This design comes from an exercise in tuning for small area on the open sky130 flow, not from production work. In this exercise RTL edits were held to simulation tests only and were not proved equivalent to the original. Power is estimated from default activity; no workload was simulated.

[design/flow/design.v]
module hoper_core (
    input             clk,
    input             rst,
    input             op_we,
    input      [3:0]  op_in,
    input      [7:0]  b_in,
    input      [7:0]  cmd_in,
    input      [7:0]  seq_in,
    input      [8:0]  n_in,
    input             dev_found,
    input             cfg_we,
    input      [3:0]  cfg_addr,
    input      [31:0] cfg_wdata,
    input             din_valid,
    input      [7:0]  din,
    output            din_ready,
    output            tx_valid,
    output     [7:0]  tx_data,
    output            tx_last,
    input             tx_ready,
    output            t_req,
    output     [2:0]  t_call,
    output     [31:0] t_baud,
    output            t_dtr,
    output            t_rts,
    input             t_ack,
    input             t_fault,
    input      [6:0]  t_rxcnt,
    input             ms_tick,
    output            busy,
    output            done,
    output     [2:0]  result,
    output     [3:0]  op_o,
    output     [15:0] crc_o,
    output     [7:0]  seq_o,
    output     [8:0]  pktlen_o,
    output            valid_o,
    output     [6:0]  rxcnt_o,
    output     [3:0]  nb_o,
    output            lc_valid_o,
    output     [31:0] lc_baud_o,
    output            lc_dtr_o,
    output            lc_rts_o,
    output     [6:0]  resp_o,
    output     [2:0]  nsent_o
);
    localparam [2:0] R_OK    = 3'd0,
                     R_NODEV = 3'd1,
                     R_NOCFG = 3'd3,
                     R_TFLT  = 3'd4,
                     R_LEN   = 3'd5,
                     R_ILL   = 3'd6;
    localparam [4:0]
        S_IDLE  = 5'b00000,
        S_W1    = 5'b00001,    
        S_FIN   = 5'b00010,
        S_CK    = 5'b00011,
        S_VW    = 5'b00100,
        S_VB    = 5'b00101,
        S_VL    = 5'b00110,
        S_VH    = 5'b00111,
        S_BW    = 5'b01000,
        S_RW    = 5'b01001,
        S_DS    = 5'b01010,
        S_DN    = 5'b01011,
        S_DA    = 5'b01100,
        S_SS    = 5'b01101,
        S_SET   = 5'b01110,
        S_DLY   = 5'b01111,
        S_H0    = 5'b10000,
        S_H1    = 5'b10001,
        S_H2    = 5'b10010,
        S_H3    = 5'b10011,
        S_DO    = 5'b10100,
        S_CL    = 5'b10101,
        S_CH    = 5'b10110,
        S_DI    = 5'b10111,
        S_TX    = 5'b11000,
        S_OPEN  = 5'b11001,
        S_LINES = 5'b11010,
        S_FLUSH = 5'b11011,
        S_WRITE = 5'b11100,
        S_READ  = 5'b11101,
        S_CLOSE = 5'b11110,
        S_ADV   = 5'b11111;
    function [15:0] crc_byte;
        input [15:0] c;
        input [7:0]  b;
        integer i;
        reg [15:0] r;
        begin
            r = c ^ {8'h00, b};
            for (i = 0; i < 8; i = i + 1)
                r = r[0] ? ((r >> 1) ^ 16'h8408) : (r >> 1);
            crc_byte = r;
        end
    endfunction
    reg [4:0]  st;
    reg [3:0]  op_r;
    reg        done_r;
    reg [2:0]  result_r;
    reg [15:0] crc;
    reg [6:0]  seq;
    reg [8:0]  pktlen;
    reg        valid_r;
    reg [6:0]  rxcnt;
    reg [3:0]  nb;
    reg [31:0] tab0, tab1, tab2, tab3, tab4, tab5, tab6, tab7;
    reg        lc_valid, lc_dtr, lc_rts;
    reg [31:0] lc_baud;
    reg [6:0]  resp;
    reg [2:0]  nsent;
    reg [8:0]  cnt;      
    reg [7:0]  r1;       
    reg [7:0]  r2;       
    reg [4:0]  idx;      
    reg        sph;      
    reg        fl;       
    wire idle   = (st == S_IDLE);
    wire start  = idle & op_we & (op_in != 4'd0);
    wire cfg_ok = cfg_we & idle;
    wire ack_ok = t_ack & ~t_fault;
    wire cnt_z  = (cnt == 9'd0);
    wire cnt_1  = (cnt == 9'd1);
    assign busy       = ~idle;
    assign done       = done_r;
    assign result     = result_r;
    assign op_o       = op_r;
    assign crc_o      = crc;
    assign seq_o      = {1'b1, seq};
    assign pktlen_o   = pktlen;
    assign valid_o    = valid_r;
    assign rxcnt_o    = rxcnt;
    assign nb_o       = nb;
    assign lc_valid_o = lc_valid;
    assign lc_baud_o  = lc_baud;
    assign lc_dtr_o   = lc_dtr;
    assign lc_rts_o   = lc_rts;
    assign resp_o     = resp;
    assign nsent_o    = nsent;
    assign din_ready = (st == S_CK & ~cnt_z) | (st == S_VB & ~cnt_1) |
                       st == S_VL | st == S_VH | st == S_DI;
    assign tx_valid = (st[4:3] == 2'b10) & (st[2:0] != 3'b111);
    assign tx_last  = (st == S_CH);
    reg [7:0] txb;
    always @(*) begin
        case (st[2:0])
            3'd0:    txb = 8'h7F;
            3'd1:    txb = r1;
            3'd2:    txb = cnt[7:0] + 8'd1;
            3'd3:    txb = r2;
            3'd4:    txb = r1;
            3'd5:    txb = crc[7:0];
            default: txb = crc[15:8];
        endcase
    end
    assign tx_data = txb;
    assign t_req  = (st[4:3] == 2'b11) & (st[2:0] != 3'd0) & (st[2:0] != 3'd7);
    assign t_call = st[2:0];
    wire [7:0] bsel = {8{~sph}} & (8'd1 << idx[4:2]);
    wire [31:0] tbaud = ({32{bsel[0]}} & tab0) | ({32{bsel[1]}} & tab1) |
                        ({32{bsel[2]}} & tab2) | ({32{bsel[3]}} & tab3) |
                        ({32{bsel[4]}} & tab4) | ({32{bsel[5]}} & tab5) |
                        ({32{bsel[6]}} & tab6) | ({32{bsel[7]}} & tab7) |
                        ({32{sph}} & lc_baud);
    assign t_baud = tbaud;
    assign t_dtr  = sph ? lc_dtr : idx[0];
    assign t_rts  = sph ? lc_rts : idx[1];
    wire tab_we = cfg_ok & ~cfg_addr[3];
    always @(posedge clk) if (rst | (tab_we & cfg_addr[2:0] == 3'd0)) tab0 <= rst ? 32'd9600   : cfg_wdata;
    always @(posedge clk) if (rst | (tab_we & cfg_addr[2:0] == 3'd1)) tab1 <= rst ? 32'd19200  : cfg_wdata;
    always @(posedge clk) if (rst | (tab_we & cfg_addr[2:0] == 3'd2)) tab2 <= rst ? 32'd38400  : cfg_wdata;
    always @(posedge clk) if (rst | (tab_we & cfg_addr[2:0] == 3'd3)) tab3 <= rst ? 32'd115200 : cfg_wdata;
    always @(posedge clk) if (rst | (tab_we & cfg_addr[2:0] == 3'd4)) tab4 <= rst ? 32'd0      : cfg_wdata;
    always @(posedge clk) if (rst | (tab_we & cfg_addr[2:0] == 3'd5)) tab5 <= rst ? 32'd0      : cfg_wdata;
    always @(posedge clk) if (rst | (tab_we & cfg_addr[2:0] == 3'd6)) tab6 <= rst ? 32'd0      : cfg_wdata;
    always @(posedge clk) if (rst | (tab_we & cfg_addr[2:0] == 3'd7)) tab7 <= rst ? 32'd0      : cfg_wdata;
    always @(posedge clk)
        if (rst)
            nb <= 4'd4;
        else if (cfg_ok && cfg_addr == 4'd8 && cfg_wdata <= 32'd8)
            nb <= cfg_wdata[3:0];
    always @(posedge clk)
        if (rst | (st == S_DA))
            lc_baud <= rst ? 32'd0 : tbaud;
    wire [7:0] crc_in = idle ? b_in : (tx_valid ? txb : din);
    wire [15:0] crc_nx = crc_byte(crc, crc_in);
    wire [5:0] idx_nx  = {1'b0, idx} + 6'd1;
    wire [2:0] nsent_nx = nsent + 3'd1;
    wire       rx_nz   = (t_rxcnt != 7'd0);
    reg  [7:0] cmdtab;
    always @(*) begin
        case (nsent)
            3'd0:    cmdtab = 8'h11;
            3'd1:    cmdtab = 8'h05;
            3'd2:    cmdtab = 8'h0A;
            default: cmdtab = 8'h07;
        endcase
    end
    always @(posedge clk) begin
        if (rst) begin
            st       <= S_IDLE;
            op_r     <= 4'd0;
            done_r   <= 1'b0;
            result_r <= R_OK;
            crc      <= 16'hFFFF;
            seq      <= 7'd0;
            pktlen   <= 9'd0;
            valid_r  <= 1'b0;
            rxcnt    <= 7'd0;
            lc_valid <= 1'b0;
            lc_dtr   <= 1'b0;
            lc_rts   <= 1'b0;
            resp     <= 7'd0;
            nsent    <= 3'd0;
        end else begin
            case (st)
            S_IDLE: begin
                if (op_we) begin
                    op_r <= op_in;
                    if (op_in != 4'd0) begin
                        done_r <= 1'b0;
                        result_r <= R_OK;
                        case (op_in)
                            4'h1: begin crc <= 16'hFFFF; st <= S_W1; end
                            4'h2: begin crc <= crc_nx;   st <= S_W1; end
                            4'h3: begin crc <= 16'hFFFF; cnt <= n_in; st <= S_CK; end
                            4'h4: begin
                                if (n_in[8] | (&n_in[7:0])) begin
                                    result_r <= R_LEN;
                                    st <= S_W1;
                                end else begin
                                    crc    <= 16'hFFFF;
                                    cnt    <= n_in;
                                    r1     <= seq_in;
                                    r2     <= cmd_in;
                                    pktlen <= n_in + 9'd6;
                                    st     <= S_BW;
                                end
                            end
                            4'h5: begin crc <= 16'hFFFF; cnt <= n_in; st <= S_VW; end
                            4'h6: begin seq <= 7'd0; st <= S_W1; end
                            4'h7: begin seq <= seq + 7'd1; st <= S_W1; end
                            4'h8: begin sph <= 1'b0; st <= S_DS; end
                            4'h9: begin sph <= 1'b1; st <= S_SS; end
                            4'hA: begin
                                sph <= 1'b0;
                                if (dev_found) begin
                                    st <= S_RW;
                                end else begin
                                    result_r <= R_NODEV;
                                    st <= S_W1;
                                end
                            end
                            default: begin result_r <= R_ILL; st <= S_W1; end
                        endcase
                    end
                end
            end
            S_W1: st <= S_FIN;
            S_FIN: begin
                done_r <= 1'b1;
                st     <= S_IDLE;
            end
            S_CK: begin
                if (cnt_z)
                    st <= S_FIN;
                else if (din_valid) begin
                    crc <= crc_nx;
                    cnt <= cnt - 9'd1;
                end
            end
            S_VW: begin
                if (cnt[8:1] == 8'd0) begin
                    valid_r <= 1'b0;
                    st      <= S_FIN;
                end else begin
                    cnt <= cnt - 9'd1;
                    st  <= S_VB;
                end
            end
            S_VB: begin
                if (cnt_1)
                    st <= S_VL;
                else if (din_valid) begin
                    crc <= crc_nx;
                    cnt <= cnt - 9'd1;
                end
            end
            S_VL: begin
                if (din_valid) begin
                    valid_r <= (crc[7:0] == din);
                    st      <= S_VH;
                end
            end
            S_VH: begin
                if (din_valid) begin
                    valid_r <= valid_r & (crc[15:8] == din);
                    st      <= S_FIN;
                end
            end
            S_BW: st <= S_H0;
            S_H0, S_H1, S_H2: begin
                if (tx_ready) begin
                    crc <= crc_nx;
                    st  <= st + 5'd1;
                end
            end
            S_H3: begin
                if (tx_ready) begin
                    crc <= crc_nx;
                    st  <= cnt_z ? S_CL : S_DI;
                end
            end
            S_DI: begin
                if (din_valid) begin
                    r1 <= din;
                    st <= S_DO;
                end
            end
            S_DO: begin
                if (tx_ready) begin
                    crc <= crc_nx;
                    cnt <= cnt - 9'd1;
                    st  <= cnt_1 ? S_CL : S_DI;
                end
            end
            S_CL: if (tx_ready) st <= S_CH;
            S_CH: if (tx_ready) st <= op_r[3] ? S_WRITE : S_FIN;
            S_RW: st <= S_DS;
            S_DS: begin
                lc_valid <= 1'b0;
                idx      <= 5'd0;
                if (nb == 4'd0) begin
                    result_r <= R_NOCFG;
                    st       <= S_FIN;
                end else
                    st <= S_OPEN;
            end
            S_DN: begin
                if (idx_nx[5:2] < nb) begin
                    idx <= idx_nx[4:0];
                    st  <= S_OPEN;
                end else begin
                    result_r <= R_NOCFG;
                    st       <= S_FIN;
                end
            end
            S_DA: begin
                lc_dtr   <= idx[0];
                lc_rts   <= idx[1];
                lc_valid <= 1'b1;
                if (op_r[1]) begin
                    sph <= 1'b1;
                    st  <= S_SS;
                end else
                    st <= S_FIN;
            end
            S_SS: begin
                if (!lc_valid) begin
                    result_r <= R_NOCFG;
                    st       <= S_FIN;
                end else
                    st <= S_OPEN;
            end
            S_SET: begin
                if (cnt_z) begin
                    if (sph) begin
                        seq   <= 7'd0;
                        resp  <= 7'd0;
                        nsent <= 3'd0;
                        st    <= S_TX;
                    end else
                        st <= S_FLUSH;
                end else if (ms_tick)
                    cnt <= cnt - 9'd1;
            end
            S_DLY: begin
                if (cnt_z)
                    st <= S_READ;
                else if (ms_tick)
                    cnt <= cnt - 9'd1;
            end
            S_TX: begin
                r1     <= {1'b1, seq};
                r2     <= cmdtab;
                crc    <= 16'hFFFF;
                pktlen <= 9'd6;
                st     <= S_H0;
            end
            S_ADV: begin
                nsent <= nsent_nx;
                seq   <= seq + 7'd1;
                if (nsent_nx == 3'd7 || (nsent_nx == 3'd4 && !resp[3]))
                    st <= S_CLOSE;
                else
                    st <= S_TX;
            end
            S_OPEN: begin
                if (t_ack) begin
                    fl <= 1'b0;
                    if (t_fault) begin
                        if (sph) result_r <= R_TFLT;
                        st <= sph ? S_FIN : S_DN;
                    end else
                        st <= S_LINES;
                end
            end
            S_LINES: begin
                if (t_ack) begin
                    if (t_fault) begin
                        if (sph) result_r <= R_TFLT;
                        st <= S_CLOSE;
                    end else begin
                        cnt <= 9'd500;
                        st  <= S_SET;
                    end
                end
            end
            S_FLUSH: begin
                if (t_ack) begin
                    if (t_fault) begin
                        fl <= 1'b0;
                        st <= S_CLOSE;
                    end else begin
                        r1     <= 8'h80;
                        r2     <= fl ? 8'h01 : 8'h11;
                        crc    <= 16'hFFFF;
                        pktlen <= 9'd6;
                        st     <= S_H0;
                    end
                end
            end
            S_WRITE: begin
                if (t_ack) begin
                    if (t_fault) begin
                        if (sph) result_r <= R_TFLT;
                        fl <= 1'b0;
                        st <= S_CLOSE;
                    end else if (sph) begin
                        cnt <= 9'd500;
                        st  <= S_DLY;
                    end else
                        st <= S_READ;
                end
            end
            S_READ: begin
                if (t_ack) begin
                    if (t_fault) begin
                        if (sph) result_r <= R_TFLT;
                        fl <= 1'b0;
                        st <= S_CLOSE;
                    end else begin
                        rxcnt <= t_rxcnt;
                        if (sph) begin
                            resp[nsent] <= rx_nz;
                            st <= S_ADV;
                        end else begin
                            fl <= ~fl | rx_nz;
                            st <= (fl | rx_nz) ? S_CLOSE : S_FLUSH;
                        end
                    end
                end
            end
            S_CLOSE: begin
                if (t_ack)
                    st <= sph ? S_FIN : (fl ? S_DA : S_DN);
            end
            default: st <= S_IDLE;
            endcase
        end
    end
endmodule
[design/flow/constraint.sdc]
create_clock -name core_clock -period 10.0 [get_ports {clk}]
set_input_delay 2.0000 -clock core_clock [delete_from_list [all_inputs] [get_ports {clk}]]
set_output_delay 2.0000 -clock core_clock [all_outputs]
set_load 0.01 [all_outputs]
[design/flow/run.sh]
#!/bin/bash
# synth_recipe.tcl (not shown) runs the flow's synth.tcl, then flattens the netlist and writes it again
# the make line also repeats each setting of config.mk as NAME=value (left out here)
make -C /OpenROAD-flow-scripts/flow DESIGN_CONFIG=/design/flow/config.mk WORK_HOME=/design/flow/orfs CLKGATE_MAP_FILE= SYNTH_SCRIPT=/design/flow/synth_recipe.tcl finish
[design/flow/config.mk]
export PLATFORM = sky130hd
export DESIGN_NAME = hoper_core
export DESIGN_NICKNAME = hoper_core
export VERILOG_FILES = /design/flow/design.v
export SDC_FILE = /design/flow/constraint.sdc
export NUM_CORES = 4
export LEC_CHECK = 0
export CAP_MARGIN = 20
export CORE_MARGIN = 2
export CORE_UTILIZATION = 40
export SLEW_MARGIN = 20
==> results of run 1 <==
-- per-layer routing --
layer,global-route usage [%],wire length [um],vias up
met1,32.4,24300,7025
met3,5.13,4890,110
met5,0,13,-
met2,39.6,27600,688
met4,8.74,1820,2
li1,-,-,6371
-- cell usage in the layout, fill, tap and decap left out, types with 10 or more instances in the layout --
cell / instances
sky130_fd_sc_hd__clkdlybuf4s50_1: 243
sky130_fd_sc_hd__a21oi_1: 66
sky130_fd_sc_hd__clkbuf_1: 11
sky130_fd_sc_hd__clkbuf_16: 43
sky130_fd_sc_hd__o22a_1: 10
sky130_fd_sc_hd__a221o_1: 34
sky130_fd_sc_hd__nor3_1: 19
sky130_fd_sc_hd__nor2b_1: 87
sky130_fd_sc_hd__xnor2_1: 30
sky130_fd_sc_hd__o22ai_1: 13
sky130_fd_sc_hd__edfxtp_1: 320
sky130_fd_sc_hd__inv_1: 34
sky130_fd_sc_hd__and2_1: 39
sky130_fd_sc_hd__nand4_1: 18
sky130_fd_sc_hd__o21ai_0: 50
sky130_fd_sc_hd__buf_4: 33
sky130_fd_sc_hd__nor4_1: 20
sky130_fd_sc_hd__nor2_1: 93
sky130_fd_sc_hd__a22oi_1: 71
sky130_fd_sc_hd__mux2i_1: 24
sky130_fd_sc_hd__nand2b_1: 12
sky130_fd_sc_hd__nand3_1: 61
sky130_fd_sc_hd__nand2_1: 91
sky130_fd_sc_hd__a222oi_1: 39
sky130_fd_sc_hd__xor2_1: 28
sky130_fd_sc_hd__ha_1: 25
sky130_fd_sc_hd__or2_2: 15
sky130_fd_sc_hd__dfxtp_1: 70
sky130_fd_sc_hd__o211ai_1: 11
-- registers in the layout (all words and copies together) (netlist names), 4 cells and up --
signal and count:
lc_baud 32, tab0 32, tab1 32, tab2 32, tab3 32, tab4 32, tab5 32, tab6 32
tab7 32, crc 16, cnt 9, pktlen 9, r1 8, r2 8, resp 7, rxcnt 7
seq 7, idx 5, st 5, nb 4, op_r 4
-- cell families (layout without fill, tap and decap cells) --
family / Yosys count / in the layout / share of synthesized area [%]
AO/OA/AOI/OAI: 382 / 382 / 15.6
XOR/XNOR: 60 / 60 / 3.03
adder cells (fa/ha/maj): 25 / 25 / 1.71
buffers and inverters: 139 / 392 / 3.03
flip-flops: 390 / 390 / 60.3
multiplexers: 28 / 28 / 1.56
other: 1 / 1 / 0.0205
AND/OR/NAND/NOR: 507 / 507 / 14.8
-- where the power goes --
part	switching (uW)	internal, uW
Combinational	759	567
Sequential	120	1910
Clock	651	839
Total	1530	3320
-- worst max-delay path, cell delays in order (launching register included) --
cell	delay, ns
sky130_fd_sc_hd__edfxtp_1	0.35
sky130_fd_sc_hd__buf_4	0.35
sky130_fd_sc_hd__inv_1	0.33
sky130_fd_sc_hd__nand2_1	0.23
sky130_fd_sc_hd__nor2_2	0.75
sky130_fd_sc_hd__buf_4	0.45
sky130_fd_sc_hd__a22oi_1	0.14
sky130_fd_sc_hd__nand3_1	0.19
sky130_fd_sc_hd__a221o_1	0.14
sky130_fd_sc_hd__clkdlybuf4s50_1	0.54
-- path summary, 6_finish.rpt --
kind	startpoint	end	slack, ns	cells after the start
min reg2reg	pktlen[5]	pktlen[5]	0.46	2
min	pktlen[5]	pktlen[5]	0.46	2
max reg2reg	st[1]	tab5[7]	5.95	9
max	sph	t_baud[23]	3.92	9
-- layout make-up --
| cell class | instances | share of cell area, % |
|---|---|---|
| flip-flops and latches | 390 | 48.5 |
| multi-input cells | 1003 | 29.9 |
| repair buffers | 277 | 11.9 |
| clock buffers | 56 | 5.04 |
| well taps | 600 | 3.31 |
| clock inverters | 21 | 0.733 |
| inverters | 38 | 0.628 |
-- per-stage QoR --
| step | cells | instance area, sq um | util, % | hold WS [ns] | setup WS, ns |
|---|---|---|---|---|---|
| after detailed placement | 2307 | 21400 | 47.3 | 0.444 | 4.44 |
| after global placement | 2307 | 21400 | 47.3 | 0.441 | 4.54 |
| after global routing | 2385 | 22700 | 50.3 | 0.475 | 3.74 |
| after CTS | 2384 | 22700 | 50.2 | 0.461 | 3.82 |
| after floorplan | 1532 | 18200 | - | 0.476 | 4.86 |
| final | 2385 | 22700 | 50.3 | 0.459 | 3.92 |
==> tab_implementation.tex, run 1 <==
\begin{tabular}{lr}
\hline
Metric & Value \\
\hline
\multicolumn{2}{l}{\textbf{Cells and area}} \\
\quad Number of filler cells placed in the layout & 4007 \\
\quad Number of antenna diodes & 0 \\
\quad Sequential cell area & 11000 sq um \\
\quad Area of the multi-input gates & 6800 sq um \\
\quad Number of nets in the finished design & 1876 \\
\quad Share of layout cells above drive strength 1 & 8.18\% \\
\quad Area added between synthesis and finish & 24.4\% \\
\multicolumn{2}{l}{\textbf{Floorplanning}} \\
\quad Chip Width & 218 um \\
\quad Initial Util & 40.4\% \\
\quad Number of cell rows & 78 \\
\quad Io pins & 246 \\
\quad Die Outline Area & 47300 sq um \\
\quad Vertical die dimension & 218 um \\
\quad Placeable Area & 45200 sq um \\
\multicolumn{2}{l}{\textbf{Setup path}} \\
\quad Endpoint arrival time on the critical path & 4.08 ns \\
\quad Required time of the critical path & 8.00 ns \\
\quad Nature of the critical path endpoint & output port \\
\quad Critical path class & reg2out \\
\quad Critical Path Source Type & flop \\
\quad Highest net fanout along the worst path & 48 \\
\multicolumn{2}{l}{\textbf{Drt}} \\
\quad Antenna Violating Nets Remaining & 0 \\
\quad DR iter-0 viols & 1444 \\
\quad Number of vias per cell after detailed routing & 5.95 \\
\quad Vias after detailed routing & 14196 \\
\quad Detailed-route wire length per cell & 24.6 um \\
\quad Final WL & 58.6 mm \\
\quad Router iterations before antenna repair & 9 \\
\quad Final routed DRC violation total & 0 \\
\multicolumn{2}{l}{\textbf{Clock network}} \\
\quad Total of cells resized after clock tree synthesis & 0 \\
\quad Clk pin slew, worst setup/hold paths & 0.06 ns \\
\quad \# hold bufs at CTS & 0 \\
\quad Clock tree from TritonCTS & yes \\
\quad Library cell used as clock root buffer & sky130\_fd\_sc\_hd\_\_clkbuf\_16 \\
\quad Post-CTS repair timing setup buffer count & 0 \\
\quad Clock insertion delay at the later pin of the skew report & 0.58 ns \\
\quad Number of buffers between clock root and the deepest sink & 3 \\
\quad Number of buffers added by the clock tree synthesis step & 43 \\
\quad Number of clock sinks seen by CTS & 390 \\
\quad Max H-tree Level & 2 \\
\multicolumn{2}{l}{\textbf{Timing}} \\
\quad Maximum achievable frequency & 0.165 GHz \\
\quad Finish-stage setup viols & 0 \\
\quad Setup TNS & 0 ns \\
\quad Min Tclk post-route & 6.08 ns \\
\quad Slew at the pin closest to its max-slew limit & 1.15 ns \\
\quad Worst slew margin relative to its limit & 22.9\% \\
\quad Final hold violations & 0 \\
\quad Number of max-slew violations in the final report & 0 \\
\quad Setup repair after global routing missed its margin & false \\
\quad Fin Clk Skew & 0.0221 ns \\
\quad Fraction of the cycle the final worst path needs & 60.8\% \\
\multicolumn{2}{l}{\textbf{GRT}} \\
\quad First-pass GRT wire length & 87.5 mm \\
\quad Via count of the first global-routing pass & 13988 \\
\quad Global-route total usage across every layer & 24.4\% \\
\quad Initial antenna violation count & 2 \\
\quad Maximum number of pins on one net before global-route repair & 75 \\
\quad Overflow left after global routing & 0 \\
\multicolumn{2}{l}{\textbf{Yosys}} \\
\quad Summed instance area of the synthesized netlist & 18200 sq um \\
\quad Synth top cells by count & sky130\_fd\_sc\_hd\_\_edfxtp\_1 (320), sky130\_fd\_sc\_hd\_\_nor2\_1 (96), sky130\_fd\_sc\_hd\_\_nand2\_1 (91), sky130\_fd\_sc\_hd\_\_clkbuf\_1 (87), sky130\_fd\_sc\_hd\_\_nor2b\_1 (87) \\
\quad Share of the yosys chip area belonging to registers & 60.3\% \\
\quad Count of flip-flops with a built-in enable after synthesis & 320 \\
\quad Synth area leaders & sky130\_fd\_sc\_hd\_\_edfxtp\_1 (53\%), sky130\_fd\_sc\_hd\_\_dfxtp\_1 (7.7\%), sky130\_fd\_sc\_hd\_\_nor2b\_1 (3.0\%) \\
\quad Top\_reg\_cell synth & sky130\_fd\_sc\_hd\_\_edfxtp\_1 \\
\quad Post-Synthesis Net Count & 1655 \\
\quad Per-instance average area after synthesis & 11.9 sq um \\
\quad Cell with the most instances after synthesis & sky130\_fd\_sc\_hd\_\_edfxtp\_1 \\
\quad Warning count from the yosys run & 1 \\
\quad Portion of synthesized cell area occupied by the leading cell type & 52.7\% \\
\quad Cells after Synth & 1532 \\
\quad Synth area leader & sky130\_fd\_sc\_hd\_\_edfxtp\_1 \\
\quad Netlist cell types & 82 \\
\quad Async S/R FF share, synth & 0\% \\
\quad Yosys reg bits & 390 \\
\multicolumn{2}{l}{\textbf{Placed design}} \\
\quad PortBufs & 244 \\
\quad Sum of net half-perimeters after detailed placement & 39.1 mm \\
\quad Final RePlAce weighted congestion & 0.958 \\
\multicolumn{2}{l}{\textbf{Power and ir drop}} \\
\quad Maximum resistive drop on vdd & 109 uV \\
\quad Overall power after layout & 4850 uW \\
\quad Pwr dens & 214 nW/um\^{}2 \\
\quad Static leakage power & 0.00780 uW \\
\multicolumn{2}{l}{\textbf{Job}} \\
\quad Max-capacitance violation count & 0 \\
\multicolumn{2}{l}{\textbf{Outcome}} \\
\quad Outcome & complete, no violations \\
\multicolumn{2}{l}{\textbf{Min path}} \\
\quad Worst hold-check path type & reg2reg \\
\hline
\end{tabular}
==> inputs of run 2 (changes only) <==
--- a/design/flow/config.mk
+++ b/design/flow/config.mk
@@ -7,5 +7,7 @@
 export LEC_CHECK = 0
 export CAP_MARGIN = 20
 export CORE_MARGIN = 2
-export CORE_UTILIZATION = 40
+export CORE_UTILIZATION = 70
+export CTS_BUF_LIST = sky130_fd_sc_hd__clkbuf_2 sky130_fd_sc_hd__clkbuf_4
+export CTS_CLUSTER_SIZE = 30
 export SLEW_MARGIN = 20
==> run 2 against run 1 <==
Compared with the run above: routed wire length grew 7.4%; highest routed layer is now met4; critical path depth shrank 2; non-clock buffer count shrank 5; combinational power is essentially flat; sequential share of layout area grew 1.0 points; cell count shrank 7.4%; total power shrank 2.5%; first-iteration DRC count grew 98%; cell area shrank 2.1%; still clean on timing, DRC and antenna.
==> tab_implementation.tex, run 2 <==
\begin{tabular}{lr}
\hline
Metric & Value \\
\hline
\multicolumn{2}{l}{\textbf{Min path}} \\
\quad Worst hold-check path type & reg2reg \\
\quad Startpoint of the tightest hold check path & pktlen[3] \\
\multicolumn{2}{l}{\textbf{Yosys}} \\
\quad Yosys reg bits & 390 (unchanged) \\
\quad Top\_reg\_cell synth & sky130\_fd\_sc\_hd\_\_edfxtp\_1 \\
\quad Per-instance average area after synthesis & 11.9 sq um (unchanged) \\
\quad Cells after Synth & 1532 (unchanged) \\
\quad Post-Synthesis Net Count & 1655 (unchanged) \\
\quad Portion of synthesized cell area occupied by the leading cell type & 52.7\% (unchanged) \\
\quad Cell with the most instances after synthesis & sky130\_fd\_sc\_hd\_\_edfxtp\_1 \\
\quad Synth area leader & sky130\_fd\_sc\_hd\_\_edfxtp\_1 \\
\quad Warning count from the yosys run & 1 (unchanged) \\
\quad Share of the yosys chip area belonging to registers & 60.3\% (unchanged) \\
\quad Synth area leaders & sky130\_fd\_sc\_hd\_\_edfxtp\_1 (53\%), sky130\_fd\_sc\_hd\_\_dfxtp\_1 (7.7\%), sky130\_fd\_sc\_hd\_\_nor2b\_1 (3.0\%) \\
\quad Summed instance area of the synthesized netlist & 18200 sq um (unchanged) \\
\quad Count of flip-flops with a built-in enable after synthesis & 320 (unchanged) \\
\quad Synth top cells by count & sky130\_fd\_sc\_hd\_\_edfxtp\_1 (320), sky130\_fd\_sc\_hd\_\_nor2\_1 (96), sky130\_fd\_sc\_hd\_\_nand2\_1 (91), sky130\_fd\_sc\_hd\_\_clkbuf\_1 (87), sky130\_fd\_sc\_hd\_\_nor2b\_1 (87) \\
\quad Async S/R FF share, synth & 0\% (unchanged) \\
\quad Netlist cell types & 82 (unchanged) \\
\multicolumn{2}{l}{\textbf{Setup path}} \\
\quad Critical path class & reg2out \\
\quad Critical Path Source Type & flop \\
\quad Required time of the critical path & 8.00 ns (about the same) \\
\quad Endpoint arrival time on the critical path & 4.27 ns (+0.19 ns) \\
\quad Worst reg2reg startpoint & st[1] \\
\quad Nature of the critical path endpoint & output port \\
\quad First element of the critical path & sph \\
\quad Highest net fanout along the worst path & 47 (-2.1\%) \\
\multicolumn{2}{l}{\textbf{Clock network}} \\
\quad Library cell used as clock root buffer & sky130\_fd\_sc\_hd\_\_clkbuf\_4 \\
\quad Number of buffers between clock root and the deepest sink & 3 (unchanged) \\
\quad Number of buffers added by the clock tree synthesis step & 94 (+120\%) \\
\quad Number of clock sinks seen by CTS & 390 (unchanged) \\
\quad Clk pin slew, worst setup/hold paths & 0.07 ns (about the same) \\
\quad \# hold bufs at CTS & 0 (unchanged) \\
\quad Clock insertion delay at the later pin of the skew report & 0.78 ns (+0.20 ns) \\
\quad Total of cells resized after clock tree synthesis & 0 (unchanged) \\
\quad Post-CTS repair timing setup buffer count & 0 (unchanged) \\
\quad Clock tree from TritonCTS & yes \\
\quad Max H-tree Level & 3 (+1) \\
\multicolumn{2}{l}{\textbf{Drt}} \\
\quad Final routed DRC violation total & 0 (unchanged) \\
\quad Final WL & 63.0 mm (+7.4\%) \\
\quad Detailed-route wire length per cell & 28.5 um (+16\%) \\
\quad DR iter-0 viols & 2853 (+98\%) \\
\quad Number of vias per cell after detailed routing & 7.25 (+22\%) \\
\quad Router iterations before antenna repair & 10 (+1) \\
\quad Antenna Violating Nets Remaining & 0 (unchanged) \\
\quad Vias after detailed routing & 16010 (+13\%) \\
\multicolumn{2}{l}{\textbf{Cells and area}} \\
\quad Area added between synthesis and finish & 21.8\% \\
\quad Sequential cell area & 11000 sq um (unchanged) \\
\quad Area of the multi-input gates & 6800 sq um (unchanged) \\
\quad Top library cells by usage in the layout, fill and taps aside & sky130\_fd\_sc\_hd\_\_edfxtp\_1 (320), sky130\_fd\_sc\_hd\_\_clkdlybuf4s50\_1 (243), sky130\_fd\_sc\_hd\_\_clkbuf\_4 (141) \\
\quad Number of filler cells placed in the layout & 1229 (-69\%) \\
\quad Most frequent standard cell in the layout excluding fill and tap cells & sky130\_fd\_sc\_hd\_\_edfxtp\_1 \\
\quad Number of nets in the finished design & 1922 (+2.5\%) \\
\quad Share of layout cells above drive strength 1 & 12.2\% (+4.0 points) \\
\multicolumn{2}{l}{\textbf{Floorplanning}} \\
\quad Die Outline Area & 27400 sq um (-42\%) \\
\quad Number of cell rows & 59 (-24\%) \\
\quad Vertical die dimension & 165 um (-24\%) \\
\quad Initial Util & 70.6\% (+30 points) \\
\quad Chip Width & 165 um (-24\%) \\
\quad Placeable Area & 25800 sq um (-43\%) \\
\quad Io pins & 246 (unchanged) \\
\multicolumn{2}{l}{\textbf{Timing}} \\
\quad Fin Clk Skew & 0.102 ns (+0.0795 ns) \\
\quad Number of max-slew violations in the final report & 0 (unchanged) \\
\quad Slew at the pin closest to its max-slew limit & 1.18 ns (+0.0222 ns) \\
\quad Setup repair after global routing missed its margin & false \\
\quad Maximum achievable frequency & 0.159 GHz (-3.1\%) \\
\quad Fraction of the cycle the final worst path needs & 62.7\% (+1.9 points) \\
\quad Hold Slack & 0.456 ns (-0.00251 ns) \\
\quad Final hold violations & 0 (unchanged) \\
\quad Worst slew margin relative to its limit & 21.6\% (-1.3 points) \\
\quad Min Tclk post-route & 6.27 ns (+0.194 ns) \\
\quad Setup TNS & 0 ns (unchanged) \\
\quad Finish-stage setup viols & 0 (unchanged) \\
\multicolumn{2}{l}{\textbf{Job}} \\
\quad Max-capacitance violation count & 0 (unchanged) \\
\multicolumn{2}{l}{\textbf{Outcome}} \\
\quad Outcome & complete, no violations \\
\multicolumn{2}{l}{\textbf{GRT}} \\
\quad Global-route total usage across every layer & 45.1\% (+21 points) \\
\quad Via count of the first global-routing pass & 15655 (+12\%) \\
\quad First-pass GRT wire length & 91.6 mm (+4.7\%) \\
\quad Overflow left after global routing & 0 (unchanged) \\
\quad Maximum number of pins on one net before global-route repair & 71 (-5.3\%) \\
\quad Initial antenna violation count & 2 (unchanged) \\
\multicolumn{2}{l}{\textbf{Power and ir drop}} \\
\quad Static leakage power & 0.00784 uW (+0.51\%) \\
\quad Maximum resistive drop on vdd & 157 uV (+43\%) \\
\quad Pwr dens & 213 nW/um\^{}2 (-0.40\%) \\
\multicolumn{2}{l}{\textbf{Placed design}} \\
\quad Sum of net half-perimeters after detailed placement & 37.0 mm (-5.2\%) \\
\quad PortBufs & 244 (unchanged) \\
\quad Final RePlAce weighted congestion & 1.02 (+6.6\%) \\
\hline
\end{tabular}
==> run 2: changes by cell type in the layout (fill, tap and decap cells not counted), moves of 3 or more <==
cell,delta
sky130_fd_sc_hd__clkbuf_4,+141
sky130_fd_sc_hd__clkinv_2,-7
sky130_fd_sc_hd__clkinv_1,+13
sky130_fd_sc_hd__clkbuf_16,-43
sky130_fd_sc_hd__buf_4,-5
sky130_fd_sc_hd__inv_6,+3
sky130_fd_sc_hd__clkbuf_1,-11
==> run 2: cell families (layout without fill, tap and decap cells) <==
group                    after synthesis  count (layout)  share of synthesized area, %
adder cells (fa/ha/maj)               25              25                          1.71
flip-flops                           390             390                          60.3
AO/OA/AOI/OAI                        382             382                          15.6
AND/OR/NAND/NOR                      507             507                          14.8
XOR/XNOR                              60              60                          3.03
buffers and inverters                139             478                          3.03
other                                  1               3                        0.0205
multiplexers                          28              28                          1.56
==> run 2: report_power, final <==
part,internal (uW),total (uW),switching (uW)
registers,1910,2050,133
logic,564,1330,765
clock network,650,1350,703
total,3130,4730,1600
==> run 2: through the flow <==
step	instance area, sq um	cells	worst slack (ns)	utilization [%]	total power (uW)
2_1_floorplan	18200	1532	4.86	-	2840
3_3_place_gp	21000	2037	5.02	81.3	3300
3_5_place_dp	21000	2038	4.93	81.4	3330
4_1_cts	22200	2206	3.95	86.0	4670
5_1_grt	22200	2208	3.77	86.0	4860
6_report	22200	2208	3.73	86.0	4730
==> run 2: final cells by class <==
| class | instances | area share [%] |
|---|---|---|
| Antenna cell | 2 | 0.0225 |
| Sequential cell | 390 | 49.5 |
| Multi-Input combinational cell | 1003 | 30.6 |
| Clock buffer | 141 | 4.76 |
| Inverter | 38 | 0.642 |
| Timing Repair Buffer | 272 | 12.0 |
| Clock inverter | 27 | 0.597 |
| Tap cell | 335 | 1.89 |
==> run 2: final timing paths <==
check / slack (ns) / cells after the start / to
worst max-delay path: 3.73 / 7 / t_baud[30]
worst min-delay path: 0.46 / 2 / pktlen[3]
worst max register to register: 5.81 / 9 / tab6[26]
worst min register to register: 0.46 / 2 / pktlen[3]
==> run 2: critical path, stage by stage, from the launching register on <==
cell and delay [ns]:
sky130_fd_sc_hd__edfxtp_1 0.39, sky130_fd_sc_hd__buf_4 0.37, sky130_fd_sc_hd__nor3_2 0.95, sky130_fd_sc_hd__buf_4 0.52
sky130_fd_sc_hd__a222oi_1 0.20, sky130_fd_sc_hd__nand3_1 0.21, sky130_fd_sc_hd__a221o_1 0.28, sky130_fd_sc_hd__clkdlybuf4s50_1 0.59
==> run 2: layer usage <==
| layer | part of all wire [%] | wire [um] | global-route usage [%] |
|---|---|---|---|
| met1 | 33 | 20600 | 53.5 |
| met2 | 47 | 29400 | 72.8 |
| met3 | 13 | 8240 | 12.8 |
| met4 | 7.5 | 4710 | 28.6 |
| met5 | 0 | 0 | 0 |
==> inputs of run 3 (changes only) <==
==> design/flow/flow/run.sh (new file) <==
#!/bin/bash
# Own layout flow: the standard synthesis, an area re-mapping of its
# combinational logic (registers untouched), then the standard layout with
# the smallest buffer on the ports.
set -euo pipefail
W=$(pwd)
R=$W/orfs/results/$FLOW_PLATFORM/hoper_core/base
LIB=$FLOW_HOME/platforms/$FLOW_PLATFORM/lib/sky130_fd_sc_hd__tt_025C_1v80.lib

bash standard.sh synth > $W/log_synth.txt 2>&1

cp $R/1_2_yosys.v $W/std_1_2_yosys.v
REMAP_LIB=$LIB REMAP_IN=$W/std_1_2_yosys.v REMAP_OUT=$W/remap.v REMAP_ABC=$W/flow/remap.abc \
  yosys -c $W/flow/remap.tcl > $W/log_remap.txt 2>&1
cp $W/remap.v $R/1_2_yosys.v
touch $R/1_2_yosys.v

export BUFFER_PORTS_ARGS="-buffer_cell sky130_fd_sc_hd__buf_1"
bash standard.sh finish > $W/log_finish.txt 2>&1
==> design/flow/flow/remap.abc (new file) <==
&get -n
&st
&dch
&nf -R 1000
&put
==> design/flow/flow/remap.tcl (new file) <==
# Re-map the combinational logic of the standard synthesis netlist for area.
# Flip-flops (and tie cells) are kept as they are: same instances, names and cells.
yosys -import
set lib $::env(REMAP_LIB)
read_liberty -ignore_miss_func $lib
read_verilog $::env(REMAP_IN)
hierarchy -top $::env(FLOW_TOP)
blackbox sky130_fd_sc_hd__*df* sky130_fd_sc_hd__conb_1
flatten -noscopeinfo
yosys rename -hide w:*.*
opt_clean -purge
tee -o $::env(REMAP_OUT).before.txt stat -liberty $lib
abc -script $::env(REMAP_ABC) -liberty $lib -dont_use sky130_fd_sc_hd__lpflow_* -dont_use sky130_fd_sc_hd__probe*
opt_clean -purge
hilomap -singleton -hicell sky130_fd_sc_hd__conb_1 HI -locell sky130_fd_sc_hd__conb_1 LO
insbuf -buf sky130_fd_sc_hd__buf_1 A X
splitnets
opt_clean -purge
check
tee -o $::env(REMAP_OUT).after.txt stat -liberty $lib
write_verilog -noattr -nohex -nodec $::env(REMAP_OUT)
==> design/flow/standard.sh (new file) <==
#!/bin/bash
# synth_recipe.tcl (not shown) runs the flow's synth.tcl, then flattens the netlist and writes it again
# the make line also repeats each setting of config.mk as NAME=value (left out here)
make -C /OpenROAD-flow-scripts/flow DESIGN_CONFIG=/design/flow/config.mk WORK_HOME=/design/flow/orfs CLKGATE_MAP_FILE= SYNTH_SCRIPT=/design/flow/synth_recipe.tcl "${@:-finish}"
==> design/flow/config.mk (replaced) <==
export PLATFORM = sky130hd
export DESIGN_NAME = hoper_core
export DESIGN_NICKNAME = hoper_core
export VERILOG_FILES = /design/flow/design.v
export SDC_FILE = /design/flow/constraint.sdc
export NUM_CORES = 4
export LEC_CHECK = 0
export CAP_MARGIN = 20
export CORE_MARGIN = 2
export CORE_UTILIZATION = 40
export SLEW_MARGIN = 20
removed: design/flow/run.sh
==> run 3 against run 2 <==
Compared with the run above: cell count about the same; setup slack gained 0.74 ns; clock-buffer cell count down 87; total power shrank 2.4%; maximum frequency increased by 13%; utilization is 37 points lower; still clean on timing, DRC and antenna; largest cell class unchanged; die area rose by 59%; first-iteration DRC count down 38%; synthesized area is 8.2% lower.
==> tab_implementation.tex, run 3 <==
\begin{tabular}{lr}
\hline
Metric & Value \\
\hline
\multicolumn{2}{l}{\textbf{Cells and area}} \\
\quad Non-filler instance count after layout & 2210 (+0.091\%) \\
\quad Most frequent standard cell in the layout excluding fill and tap cells & sky130\_fd\_sc\_hd\_\_edfxtp\_1 \\
\quad Number of nets in the finished design & 1747 (-9.1\%) \\
\quad Number of filler cells placed in the layout & 3725 (+200\%) \\
\quad Top library cells by usage in the layout, fill and taps aside & sky130\_fd\_sc\_hd\_\_edfxtp\_1 (320), sky130\_fd\_sc\_hd\_\_buf\_1 (243), sky130\_fd\_sc\_hd\_\_nor2\_1 (144) \\
\quad Share of layout cells above drive strength 1 & 6.14\% (-6.0 points) \\
\quad Area added between synthesis and finish & 19.4\% \\
\multicolumn{2}{l}{\textbf{Placed design}} \\
\quad Sum of net half-perimeters after detailed placement & 36.0 mm (-2.6\%) \\
\quad Final RePlAce weighted congestion & 0.959 (-6.1\%) \\
\quad PortBufs & 244 (unchanged) \\
\quad Total instance count after detailed placement & 2137 (+4.9\%) \\
\multicolumn{2}{l}{\textbf{Timing}} \\
\quad Setup TNS & 0 ns (unchanged) \\
\quad Fin Clk Skew & 0.0229 ns (-0.0788 ns) \\
\quad Maximum achievable frequency & 0.181 GHz (+13\%) \\
\quad Number of max-slew violations in the final report & 0 (unchanged) \\
\quad Setup repair after global routing missed its margin & false \\
\quad Min Tclk post-route & 5.54 ns (-0.738 ns) \\
\quad Worst slew margin relative to its limit & 25.5\% (+3.9 points) \\
\quad Final hold violations & 0 (unchanged) \\
\quad Fraction of the cycle the final worst path needs & 55.4\% (-7.4 points) \\
\quad Finish-stage setup viols & 0 (unchanged) \\
\quad Slew at the pin closest to its max-slew limit & 1.11 ns (-0.0672 ns) \\
\multicolumn{2}{l}{\textbf{Clock network}} \\
\quad Post-CTS repair timing setup buffer count & 0 (unchanged) \\
\quad Number of clock sinks seen by CTS & 390 (unchanged) \\
\quad Number of buffers added by the clock tree synthesis step & 42 (-55\%) \\
\quad Library cell used as clock root buffer & sky130\_fd\_sc\_hd\_\_clkbuf\_16 \\
\quad Clock tree from TritonCTS & yes \\
\quad Clk pin slew, worst setup/hold paths & 0.06 ns (about the same) \\
\quad \# hold bufs at CTS & 0 (unchanged) \\
\quad Clock insertion delay at the later pin of the skew report & 0.56 ns (-0.22 ns) \\
\quad Number of buffers between clock root and the deepest sink & 3 (unchanged) \\
\quad Max H-tree Level & 2 (-1) \\
\quad Total of cells resized after clock tree synthesis & 0 (unchanged) \\
\multicolumn{2}{l}{\textbf{Power and ir drop}} \\
\quad Pwr dens & 231 nW/um\^{}2 (+8.5\%) \\
\quad Maximum resistive drop on vdd & 114 uV (-27\%) \\
\quad Overall power after layout & 4620 uW (-2.4\%) \\
\quad Static leakage power & 0.00658 uW (-16\%) \\
\multicolumn{2}{l}{\textbf{GRT}} \\
\quad First-pass GRT wire length & 82.3 mm (-10\%) \\
\quad Maximum number of pins on one net before global-route repair & 67 (-5.6\%) \\
\quad Overflow left after global routing & 0 (unchanged) \\
\quad Global-route total usage across every layer & 24.6\% (-20 points) \\
\quad Via count of the first global-routing pass & 13244 (-15\%) \\
\quad Initial antenna violation count & 1 (-1) \\
\multicolumn{2}{l}{\textbf{Yosys}} \\
\quad Per-instance average area after synthesis & 12.5 sq um (+4.9\%) \\
\quad Warning count from the yosys run & 1 (unchanged) \\
\quad Post-Synthesis Net Count & 1439 (-13\%) \\
\quad Cells after Synth & 1341 (-12\%) \\
\quad Summed instance area of the synthesized netlist & 16800 sq um (-8.2\%) \\
\multicolumn{2}{l}{\textbf{Floorplanning}} \\
\quad Die Outline Area & 43500 sq um (+59\%) \\
\quad Initial Util & 40.8\% (-30 points) \\
\quad Placeable Area & 41100 sq um (+59\%) \\
\quad Chip Width & 209 um (+26\%) \\
\quad Number of cell rows & 74 (+25\%) \\
\quad Io pins & 246 (unchanged) \\
\quad Vertical die dimension & 209 um (+26\%) \\
\multicolumn{2}{l}{\textbf{Drt}} \\
\quad Final routed DRC violation total & 0 (unchanged) \\
\quad Detailed-route wire length per cell & 24.8 um (-13\%) \\
\quad Vias after detailed routing & 13391 (-16\%) \\
\quad Antenna Violating Nets Remaining & 0 (unchanged) \\
\quad Router iterations before antenna repair & 8 (-2) \\
\quad DR iter-0 viols & 1766 (-38\%) \\
\quad Final WL & 54.8 mm (-13\%) \\
\quad Number of vias per cell after detailed routing & 6.06 (-16\%) \\
\multicolumn{2}{l}{\textbf{Setup path}} \\
\quad Worst path slowest cell & sky130\_fd\_sc\_hd\_\_o21ai\_0 \\
\quad Critical Path Source Type & flop \\
\quad Nature of the critical path endpoint & output port \\
\quad Ordered list of cells on the worst path & nand2\_1, o21ai\_0, a21oi\_1, a211oi\_1, o21ai\_0, o211ai\_1, buf\_1 \\
\quad Highest net fanout along the worst path & 13 (-72\%) \\
\quad Delay contributed by the slowest stage of the critical path & 0.93 ns (-0.02 ns) \\
\quad Count of buffer and inverter cells on the critical path & 1 (-2) \\
\quad Critical path class & reg2out \\
\quad Critical path's top delay family & compound AO/OA/AOI/OAI gates \\
\quad Endpoint arrival time on the critical path & 3.54 ns (-0.73 ns) \\
\quad Required time of the critical path & 8.00 ns (about the same) \\
\quad Most used cell along the critical path & sky130\_fd\_sc\_hd\_\_o21ai\_0 \\
\multicolumn{2}{l}{\textbf{Job}} \\
\quad Max-capacitance violation count & 0 (unchanged) \\
\multicolumn{2}{l}{\textbf{Outcome}} \\
\quad Outcome & complete, no violations \\
\multicolumn{2}{l}{\textbf{Min path}} \\
\quad Worst hold-check path type & reg2reg \\
\hline
\end{tabular}
[run 3: layout make-up]
class	instances	area, sq um	share of cell area [%]
antenna	1	2.50	0.0125
clock buffer	54	1120	5.58
clock inverter	18	239	1.19
inverter	24	90.1	0.450
multi-input combinational	920	5760	28.8
sequential	390	11000	55.0
tap	532	666	3.33
timing repair buffer	271	1120	5.61
[run 3: worst min-delay path, cell delays in order, from the launching register on]
cell and delay, ns:
sky130_fd_sc_hd__dfxtp_1 0.32, sky130_fd_sc_hd__clkinv_1 0.04, sky130_fd_sc_hd__a221oi_1 0.06
[run 3: layer usage]
metal / GRT usage (%) / up-vias / share of wire [%]
met5: 0 / - / 0
met1: 32.7 / 6504 / 41
met3: 3.73 / 93 / 8.8
met4: 8.23 / 0 / 2.6
li1: - / 6051 / -
met2: 41.5 / 743 / 48
[run 3: stage by stage]
step | hold WS [ns] | setup WS, ns | util (%) | cell area (sq um)
after floorplan | 0.475 | 3.97 | - | 16800
after global placement | 0.456 | 5.22 | 45.4 | 18700
after detailed placement | 0.460 | 5.17 | 45.4 | 18700
after CTS | 0.470 | 4.55 | 48.7 | 20000
after global routing | 0.507 | 4.33 | 48.7 | 20000
final | 0.468 | 4.46 | 48.7 | 20000
[run 3: where the power goes]
group | internal [uW] | total, uW | switching, uW
clock network | 919 | 1550 | 628
registers | 1910 | 2020 | 107
logic | 349 | 1050 | 699
[run 3: path summary, 6_finish.rpt]
path	from	end	slack (ns)	cells after the start
worst max-delay path	st[0]	tx_data[0]	4.46	7
worst min-delay path	pktlen[2]	pktlen[2]	0.47	2
worst max register to register	st[3]	seq[6]	5.75	11
worst min register to register	pktlen[2]	pktlen[2]	0.47	2
==> inputs of run 4 (changes only) <==
==> design/flow/flow/run.sh (replaced) <==
#!/bin/bash
# Own layout flow: the standard synthesis; an area re-mapping of its
# combinational logic with a few ABC scripts, keeping the smallest (registers
# untouched); then the standard layout with the smallest buffer on the ports.
set -euo pipefail
W=$(pwd)
R=$W/orfs/results/$FLOW_PLATFORM/hoper_core/base
LIB=$FLOW_HOME/platforms/$FLOW_PLATFORM/lib/sky130_fd_sc_hd__tt_025C_1v80.lib

bash standard.sh synth > $W/log_synth.txt 2>&1
cp $R/1_2_yosys.v $W/std_1_2_yosys.v

best=""; best_area=""
for s in $W/flow/remap*.abc; do
  n=$(basename $s .abc)
  REMAP_LIB=$LIB REMAP_IN=$W/std_1_2_yosys.v REMAP_OUT=$W/$n.v REMAP_ABC=$s \
    yosys -c $W/flow/remap.tcl > $W/log_$n.txt 2>&1 || continue
  a=$(grep 'Chip area' $W/$n.v.after.txt | awk '{print $NF}')
  echo "$n $a" >> $W/remap_areas.txt
  if [[ -z "$best" ]] || awk -v a=$a -v b=$best_area 'BEGIN{exit !(a<b)}'; then
    best=$n; best_area=$a
  fi
done
echo "chosen $best $best_area" >> $W/remap_areas.txt
cp $W/$best.v $R/1_2_yosys.v
touch $R/1_2_yosys.v

export BUFFER_PORTS_ARGS="-buffer_cell sky130_fd_sc_hd__buf_1"
bash standard.sh finish > $W/log_finish.txt 2>&1
==> design/flow/flow/remap1.abc (new file) <==
&get -n
&st
&dch
&nf -R 1000
&put
==> design/flow/flow/remap2.abc (new file) <==
&get -n
&st
&dch
&nf -R 1000
&put
&get -n
&st
&dch
&nf -R 1000
&put
==> design/flow/flow/remap3.abc (new file) <==
&get -n
&st
&syn2
&dch
&nf -R 1000
&put
==> design/flow/flow/remap4.abc (new file) <==
&get -n
&st
&dc2
&dch -f
&nf -R 1000 -a
&put
==> design/flow/flow/remap5.abc (new file) <==
&get -n
&st
&dch -f
&nf -R 1000
&put
==> design/flow/flow/remap6.abc (new file) <==
&get -n
&st
&dch
&nf
&put
==> design/flow/config.mk (replaced) <==
export PLATFORM = sky130hd
export DESIGN_NAME = hoper_core
export DESIGN_NICKNAME = hoper_core
export VERILOG_FILES = /design/flow/design.v
export SDC_FILE = /design/flow/constraint.sdc
export NUM_CORES = 4
export LEC_CHECK = 0
export CAP_MARGIN = 0
export CORE_MARGIN = 2
export CORE_UTILIZATION = 65
export CTS_CLUSTER_DIAMETER = 100
export CTS_CLUSTER_SIZE = 20
export SLEW_MARGIN = 0
removed: design/flow/flow/remap.abc
==> run 4 against run 3 <==
Compared with the run above: first-iteration DRC count is 31% higher; still clean; synthesized cell count hardly changed; maximum frequency rose by 6.0%; sequential power hardly changed; non-clock buffer count fell by 2; utilization increased by 27 points; highest routed layer unchanged; clock-buffer cell count fell by 14; global-route usage is 12 points higher; combinational power hardly changed; routed wire length shrank 8.0%; cell area decreased by 4.8%.
==> tab_implementation.tex, run 4 <==
\begin{tabular}{lr}
\hline
Metric & Value \\
\hline
\multicolumn{2}{l}{\textbf{Outcome}} \\
\quad Outcome & complete, no violations \\
\multicolumn{2}{l}{\textbf{Power and ir drop}} \\
\quad Maximum resistive drop on vdd & 170 uV (+49\%) \\
\quad Pwr dens & 211 nW/um\^{}2 (-8.5\%) \\
\quad Static leakage power & 0.00625 uW (-5.0\%) \\
\quad Overall power after layout & 4020 uW (-13\%) \\
\multicolumn{2}{l}{\textbf{Drt}} \\
\quad Router iterations before antenna repair & 8 (unchanged) \\
\quad Number of vias per cell after detailed routing & 6.94 (+15\%) \\
\quad Final routed DRC violation total & 0 (unchanged) \\
\quad Vias after detailed routing & 13714 (+2.4\%) \\
\quad DR iter-0 viols & 2316 (+31\%) \\
\quad Antenna Violating Nets Remaining & 0 (unchanged) \\
\quad Detailed-route wire length per cell & 25.5 um (+2.9\%) \\
\quad Final WL & 50.4 mm (-8.0\%) \\
\multicolumn{2}{l}{\textbf{Clock network}} \\
\quad Clock tree from TritonCTS & yes \\
\quad Total of cells resized after clock tree synthesis & 0 (unchanged) \\
\quad Clk pin slew, worst setup/hold paths & 0.09 ns (+0.03 ns) \\
\quad Max H-tree Level & 1 (-1) \\
\quad Library cell used as clock root buffer & sky130\_fd\_sc\_hd\_\_clkbuf\_16 \\
\quad \# hold bufs at CTS & 0 (unchanged) \\
\quad Number of buffers between clock root and the deepest sink & 3 (unchanged) \\
\quad Post-CTS repair timing setup buffer count & 0 (unchanged) \\
\quad Number of clock sinks seen by CTS & 390 (unchanged) \\
\quad Number of buffers added by the clock tree synthesis step & 23 (-45\%) \\
\quad Clock insertion delay at the later pin of the skew report & 0.55 ns (about the same) \\
\multicolumn{2}{l}{\textbf{Yosys}} \\
\quad Per-instance average area after synthesis & 12.5 sq um (about the same) \\
\quad Summed instance area of the synthesized netlist & 16700 sq um (-0.11\%) \\
\quad Warning count from the yosys run & 1 (unchanged) \\
\quad Cells after Synth & 1340 (-0.075\%) \\
\quad Post-Synthesis Net Count & 1438 (-0.069\%) \\
\multicolumn{2}{l}{\textbf{GRT}} \\
\quad Maximum number of pins on one net before global-route repair & 78 (+16\%) \\
\quad First-pass GRT wire length & 74.5 mm (-9.5\%) \\
\quad Via count of the first global-routing pass & 13257 (+0.098\%) \\
\quad Global-route total usage across every layer & 36.6\% (+12 points) \\
\quad Initial antenna violation count & 2 (+1) \\
\quad Overflow left after global routing & 0 (unchanged) \\
\multicolumn{2}{l}{\textbf{Placed design}} \\
\quad Placed instance area & 18400 sq um (-1.5\%) \\
\quad Final RePlAce weighted congestion & 0.974 (+1.6\%) \\
\quad Sum of net half-perimeters after detailed placement & 32.5 mm (-9.9\%) \\
\quad PortBufs & 244 (unchanged) \\
\quad Pre-CTS worst setup slack & 5.32 ns (+0.153 ns) \\
\multicolumn{2}{l}{\textbf{Setup path}} \\
\quad Register-to-register setup slack & 5.72 ns (-0.03 ns) \\
\quad End point of the critical path & tx\_data[0] \\
\quad Critical Path Source Type & flop \\
\quad Highest net fanout along the worst path & 19 (+6) \\
\quad Critical path class & reg2out \\
\quad Nature of the critical path endpoint & output port \\
\quad First element of the critical path & st[1] \\
\quad Required time of the critical path & 8.00 ns (about the same) \\
\quad Endpoint arrival time on the critical path & 3.22 ns (-0.32 ns) \\
\quad Terminus of the critical flop-to-flop path & crc[13] \\
\quad Worst reg2reg startpoint & st[1] \\
\quad Cells on worst reg2reg path & 12 (+1) \\
\multicolumn{2}{l}{\textbf{Timing}} \\
\quad Worst slew margin relative to its limit & 22.6\% (-2.8 points) \\
\quad Final hold violations & 0 (unchanged) \\
\quad Number of max-slew violations in the final report & 0 (unchanged) \\
\quad Fin Clk Skew & 0.0410 ns (+0.0181 ns) \\
\quad Setup repair after global routing missed its margin & false \\
\quad Finish-stage setup viols & 0 (unchanged) \\
\quad Least setup slack across all paths after layout & 4.78 ns (+0.312 ns) \\
\quad Slew at the pin closest to its max-slew limit & 1.15 ns (+0.0364 ns) \\
\quad Fraction of the cycle the final worst path needs & 52.2\% (-3.1 points) \\
\quad Maximum achievable frequency & 0.191 GHz (+6.0\%) \\
\quad Setup TNS & 0 ns (unchanged) \\
\quad Min Tclk post-route & 5.22 ns (-0.312 ns) \\
\multicolumn{2}{l}{\textbf{Cells and area}} \\
\quad Area of the multi-input gates & 5810 sq um (+0.78\%) \\
\quad Sequential cell area & 11000 sq um (unchanged) \\
\quad Total non-filler cell area in the finished layout & 19000 sq um (-4.8\%) \\
\quad Share of layout cells above drive strength 1 & 4.26\% (-1.9 points) \\
\quad Number of nets in the finished design & 1725 (-1.3\%) \\
\quad Number of filler cells placed in the layout & 1647 (-56\%) \\
\quad Area added between synthesis and finish & 13.8\% \\
\quad Fin util & 75.4\% (+27 points) \\
\quad Top library cells by usage in the layout, fill and taps aside & sky130\_fd\_sc\_hd\_\_edfxtp\_1 (320), sky130\_fd\_sc\_hd\_\_buf\_1 (243), sky130\_fd\_sc\_hd\_\_nor2\_1 (140) \\
\quad Most frequent standard cell in the layout excluding fill and tap cells & sky130\_fd\_sc\_hd\_\_edfxtp\_1 \\
\multicolumn{2}{l}{\textbf{Floorplanning}} \\
\quad Initial Util & 66.3\% (+26 points) \\
\quad Vertical die dimension & 164 um (-21\%) \\
\quad Placeable Area & 25300 sq um (-39\%) \\
\quad Chip Width & 164 um (-21\%) \\
\quad Number of cell rows & 58 (-22\%) \\
\quad Die Outline Area & 27100 sq um (-38\%) \\
\quad Io pins & 246 (unchanged) \\
\multicolumn{2}{l}{\textbf{Job}} \\
\quad Max-capacitance violation count & 0 (unchanged) \\
\multicolumn{2}{l}{\textbf{Min path}} \\
\quad Worst hold-check path type & reg2reg \\
\quad Hold Path Depth & 2 (unchanged) \\
\hline
\end{tabular}
-- run 4: cell type report --
type                       instances  share of cell area, %
sequential                       390                   57.8
clock buffer                      40                   3.47
multi-input combinational        936                   30.5
tap                              330                   2.17
antenna                            1                 0.0131
inverter                           7                  0.138
timing repair buffer             269                   5.81
clock inverter                     2                 0.0920
-- run 4: power by group --
part / total (uW) / switching (uW) / internal (uW)
Combinational: 1020 / 675 / 350
Clock: 964 / 510 / 454
Sequential: 2030 / 119 / 1910
-- run 4: critical path: stages (launching register included) --
cell,delay [ns]
sky130_fd_sc_hd__dfxtp_1,0.72
sky130_fd_sc_hd__nand2_1,0.23
sky130_fd_sc_hd__nor2_1,0.84
sky130_fd_sc_hd__a21oi_1,0.17
sky130_fd_sc_hd__a211oi_1,0.25
sky130_fd_sc_hd__o21ai_0,0.12
sky130_fd_sc_hd__o211ai_1,0.16
sky130_fd_sc_hd__buf_1,0.20
-- run 4: worst min-delay path by stage --
stage	from	endpoint	slack (ns)
floorplan	resp[0]	resp[0]	0.49
global placement	resp[6]	resp[6]	0.46
detailed placement	resp[4]	resp[4]	0.47
CTS	resp[2]	resp[2]	0.48
global route	resp[4]	resp[4]	0.52
finish	resp[0]	resp[0]	0.49
-- run 4: stage by stage --
step	hold slack, ns	instances
6_report	0.485	1975
2_1_floorplan	0.488	1340
5_1_grt	0.524	1975
4_1_cts	0.482	1974
3_5_place_dp	0.467	1932
3_3_place_gp	0.464	1932
-- run 4: layer usage --
metal	share of wire [%]	up-vias	global-route usage, %
li1	-	5974	-
met4	4.6	0	16.8
met3	13	170	6.76
met2	49	1121	61.8
met5	0	-	0
met1	34	6449	46.2
==> inputs of run 5 (changes only) <==
--- a/design/flow/flow/remap.tcl
+++ b/design/flow/flow/remap.tcl
@@ -10,6 +10,11 @@
 yosys rename -hide w:*.*
 opt_clean -purge
 tee -o $::env(REMAP_OUT).before.txt stat -liberty $lib
+if {[info exists ::env(REMAP_PART)] && $::env(REMAP_PART) ne ""} {
+  # map the cone of these outputs on its own first
+  select -set part w:$::env(REMAP_PART) %ci*:-sky130_fd_sc_hd__edfxtp_1:-sky130_fd_sc_hd__dfxtp_1
+  abc -script $::env(REMAP_PART_ABC) -liberty $lib -dont_use sky130_fd_sc_hd__lpflow_* -dont_use sky130_fd_sc_hd__probe* @part
+}
 abc -script $::env(REMAP_ABC) -liberty $lib -dont_use sky130_fd_sc_hd__lpflow_* -dont_use sky130_fd_sc_hd__probe*
 opt_clean -purge
 hilomap -singleton -hicell sky130_fd_sc_hd__conb_1 HI -locell sky130_fd_sc_hd__conb_1 LO
==> run 5 against run 4 <==
Compared with the run above: routed wire length is the same; synthesized cell count is the same; register-to-register slack hardly changed; critical path type unchanged; die area stayed put; worst hold slack stayed put; clock-buffer cell count did not move; clock skew unchanged; setup slack unchanged; largest cell class unchanged; flip-flop and latch count is the same; synthesized area unchanged; non-clock buffer count unchanged.
==> tab_implementation.tex, run 5 <==
\begin{tabular}{lr}
\hline
Metric & Value \\
\hline
\multicolumn{2}{l}{\textbf{Outcome}} \\
\quad Outcome & complete, no violations \\
\multicolumn{2}{l}{\textbf{Clock network}} \\
\quad Max H-tree Level & 1 (unchanged) \\
\quad Library cell used as clock root buffer & sky130\_fd\_sc\_hd\_\_clkbuf\_16 \\
\quad Clock insertion delay at the later pin of the skew report & 0.55 ns (about the same) \\
\quad Post-CTS repair timing setup buffer count & 0 (unchanged) \\
\quad Total of cells resized after clock tree synthesis & 0 (unchanged) \\
\quad \# hold bufs at CTS & 0 (unchanged) \\
\quad Clk pin slew, worst setup/hold paths & 0.09 ns (about the same) \\
\quad Number of buffers added by the clock tree synthesis step & 23 (unchanged) \\
\quad Number of buffers between clock root and the deepest sink & 3 (unchanged) \\
\quad Clock tree from TritonCTS & yes \\
\quad Number of clock sinks seen by CTS & 390 (unchanged) \\
\multicolumn{2}{l}{\textbf{Timing}} \\
\quad Hold Slack & 0.485 ns (unchanged) \\
\quad Slew at the pin closest to its max-slew limit & 1.15 ns (unchanged) \\
\quad Setup repair after global routing missed its margin & false \\
\quad Worst slew margin relative to its limit & 22.6\% (unchanged) \\
\quad Finish-stage setup viols & 0 (unchanged) \\
\quad Maximum achievable frequency & 0.191 GHz (unchanged) \\
\quad Min Tclk post-route & 5.22 ns (unchanged) \\
\quad Fraction of the cycle the final worst path needs & 52.2\% (unchanged) \\
\quad Setup TNS & 0 ns (unchanged) \\
\quad Fin Clk Skew & 0.0410 ns (unchanged) \\
\quad Number of max-slew violations in the final report & 0 (unchanged) \\
\multicolumn{2}{l}{\textbf{Cells and area}} \\
\quad Top library cells by usage in the layout, fill and taps aside & sky130\_fd\_sc\_hd\_\_edfxtp\_1 (320), sky130\_fd\_sc\_hd\_\_buf\_1 (243), sky130\_fd\_sc\_hd\_\_nor2\_1 (140) \\
\quad Area added between synthesis and finish & 13.8\% (unchanged) \\
\quad Non-filler instance count after layout & 1975 (unchanged) \\
\quad Sequential cell area & 11000 sq um (unchanged) \\
\quad Most frequent standard cell in the layout excluding fill and tap cells & sky130\_fd\_sc\_hd\_\_edfxtp\_1 \\
\quad Share of layout cells above drive strength 1 & 4.26\% (unchanged) \\
\quad Area of the multi-input gates & 5810 sq um (unchanged) \\
\quad Number of filler cells placed in the layout & 1647 (unchanged) \\
\multicolumn{2}{l}{\textbf{Power and ir drop}} \\
\quad Maximum resistive drop on vdd & 170 uV (unchanged) \\
\quad Static leakage power & 0.00625 uW (unchanged) \\
\multicolumn{2}{l}{\textbf{Drt}} \\
\quad Final WL & 50.4 mm (unchanged) \\
\quad Number of vias per cell after detailed routing & 6.94 (unchanged) \\
\quad Vias after detailed routing & 13714 (unchanged) \\
\quad DR iter-0 viols & 2316 (unchanged) \\
\quad Antenna Violating Nets Remaining & 0 (unchanged) \\
\quad Detailed-route wire length per cell & 25.5 um (unchanged) \\
\quad Router iterations before antenna repair & 8 (unchanged) \\
\quad Final routed DRC violation total & 0 (unchanged) \\
\multicolumn{2}{l}{\textbf{Placed design}} \\
\quad PortBufs & 244 (unchanged) \\
\quad Final RePlAce weighted congestion & 0.974 (unchanged) \\
\quad Sum of net half-perimeters after detailed placement & 32.5 mm (unchanged) \\
\quad Total instance count after detailed placement & 1932 (unchanged) \\
\multicolumn{2}{l}{\textbf{GRT}} \\
\quad First-pass GRT wire length & 74.5 mm (unchanged) \\
\quad Via count of the first global-routing pass & 13257 (unchanged) \\
\quad Maximum number of pins on one net before global-route repair & 78 (unchanged) \\
\multicolumn{2}{l}{\textbf{Min path}} \\
\quad Worst hold-check path type & reg2reg \\
\quad Worst min-delay path endpoint & resp[0] \\
\quad Startpoint of the tightest hold check path & resp[0] \\
\multicolumn{2}{l}{\textbf{Setup path}} \\
\quad Critical Path Source Type & flop \\
\quad Cells on worst reg2reg path & 12 (unchanged) \\
\quad Worst reg2reg startpoint & st[1] \\
\quad Required time of the critical path & 8.00 ns (about the same) \\
\quad Critical path class & reg2out \\
\quad Terminus of the critical flop-to-flop path & crc[13] \\
\quad Highest net fanout along the worst path & 19 (unchanged) \\
\quad Nature of the critical path endpoint & output port \\
\quad Endpoint arrival time on the critical path & 3.22 ns (about the same) \\
\multicolumn{2}{l}{\textbf{Floorplanning}} \\
\quad Placeable Area & 25300 sq um (unchanged) \\
\quad Die Outline Area & 27100 sq um (unchanged) \\
\quad Chip Width & 164 um (unchanged) \\
\quad Initial Util & 66.3\% (unchanged) \\
\quad Vertical die dimension & 164 um (unchanged) \\
\quad Io pins & 246 (unchanged) \\
\multicolumn{2}{l}{\textbf{Yosys}} \\
\quad Warning count from the yosys run & 1 (unchanged) \\
\quad Summed instance area of the synthesized netlist & 16700 sq um (unchanged) \\
\quad Per-instance average area after synthesis & 12.5 sq um (unchanged) \\
\quad Cells after Synth & 1340 (unchanged) \\
\multicolumn{2}{l}{\textbf{Job}} \\
\quad Max-capacitance violation count & 0 (unchanged) \\
\hline
\end{tabular}
==> run 5: power by group <==
group          switching (uW)  total [uW]  internal (uW)
Sequential                119        2030           1910
Clock                     510         964            454
Combinational             675        1020            350
Total                    1300        4020           2720
==> run 5: how the worst max path moves through the flow <==
stage / startpoint / end / slack (ns) / depth (start not counted)
5_1_grt: st[0] / tx_data[0] / 4.67 / 7
3_5_place_dp: op_in[1] / crc[7] / 5.32 / 11
6_report: st[1] / tx_data[0] / 4.78 / 7
3_3_place_gp: op_in[1] / crc[4] / 5.36 / 11
4_1_cts: st[1] / tx_data[0] / 4.92 / 7
2_1_floorplan: sph / t_baud[16] / 4.04 / 3
==> run 5: critical path: stages, from the launching register on <==
cell                       delay, ns
sky130_fd_sc_hd__dfxtp_1        0.72
sky130_fd_sc_hd__nand2_1        0.23
sky130_fd_sc_hd__nor2_1         0.84
sky130_fd_sc_hd__a21oi_1        0.17
sky130_fd_sc_hd__a211oi_1       0.25
sky130_fd_sc_hd__o21ai_0        0.12
sky130_fd_sc_hd__o211ai_1       0.16
sky130_fd_sc_hd__buf_1          0.20
==> run 5: area by class of cell <==
| cell class | count | share of cell area [%] |
|---|---|---|
| flip-flops and latches | 390 | 57.8 |
| multi-input cells | 936 | 30.5 |
| repair buffers | 269 | 5.81 |
| clock buffers | 40 | 3.47 |
| well taps | 330 | 2.17 |
| inverters | 7 | 0.138 |
| clock inverters | 2 | 0.0920 |
| diodes | 1 | 0.0131 |
==> run 5: per-layer routing <==
metal  share of wire (%)  GRT usage [%]  vias to the layer above
li1                    -              -                     5974
met1                  34           46.2                     6449
met2                  49           61.8                     1121
met3                  13           6.76                      170
met4                 4.6           16.8                        0
met5                   0              0                        -
==> run 5: stage by stage <==
| stage | total power, uW | instance area [sq um] | worst slack [ns] | util (%) |
|---|---|---|---|---|
| global placement | 3040 | 18400 | 5.36 | 72.7 |
| CTS | 4000 | 19000 | 4.92 | 75.4 |
| floorplan | 2690 | 16700 | 4.04 | - |
| global route | 4170 | 19000 | 4.67 | 75.4 |
| finish | 4020 | 19000 | 4.78 | 75.4 |
| detailed placement | 3060 | 18400 | 5.32 | 72.7 |
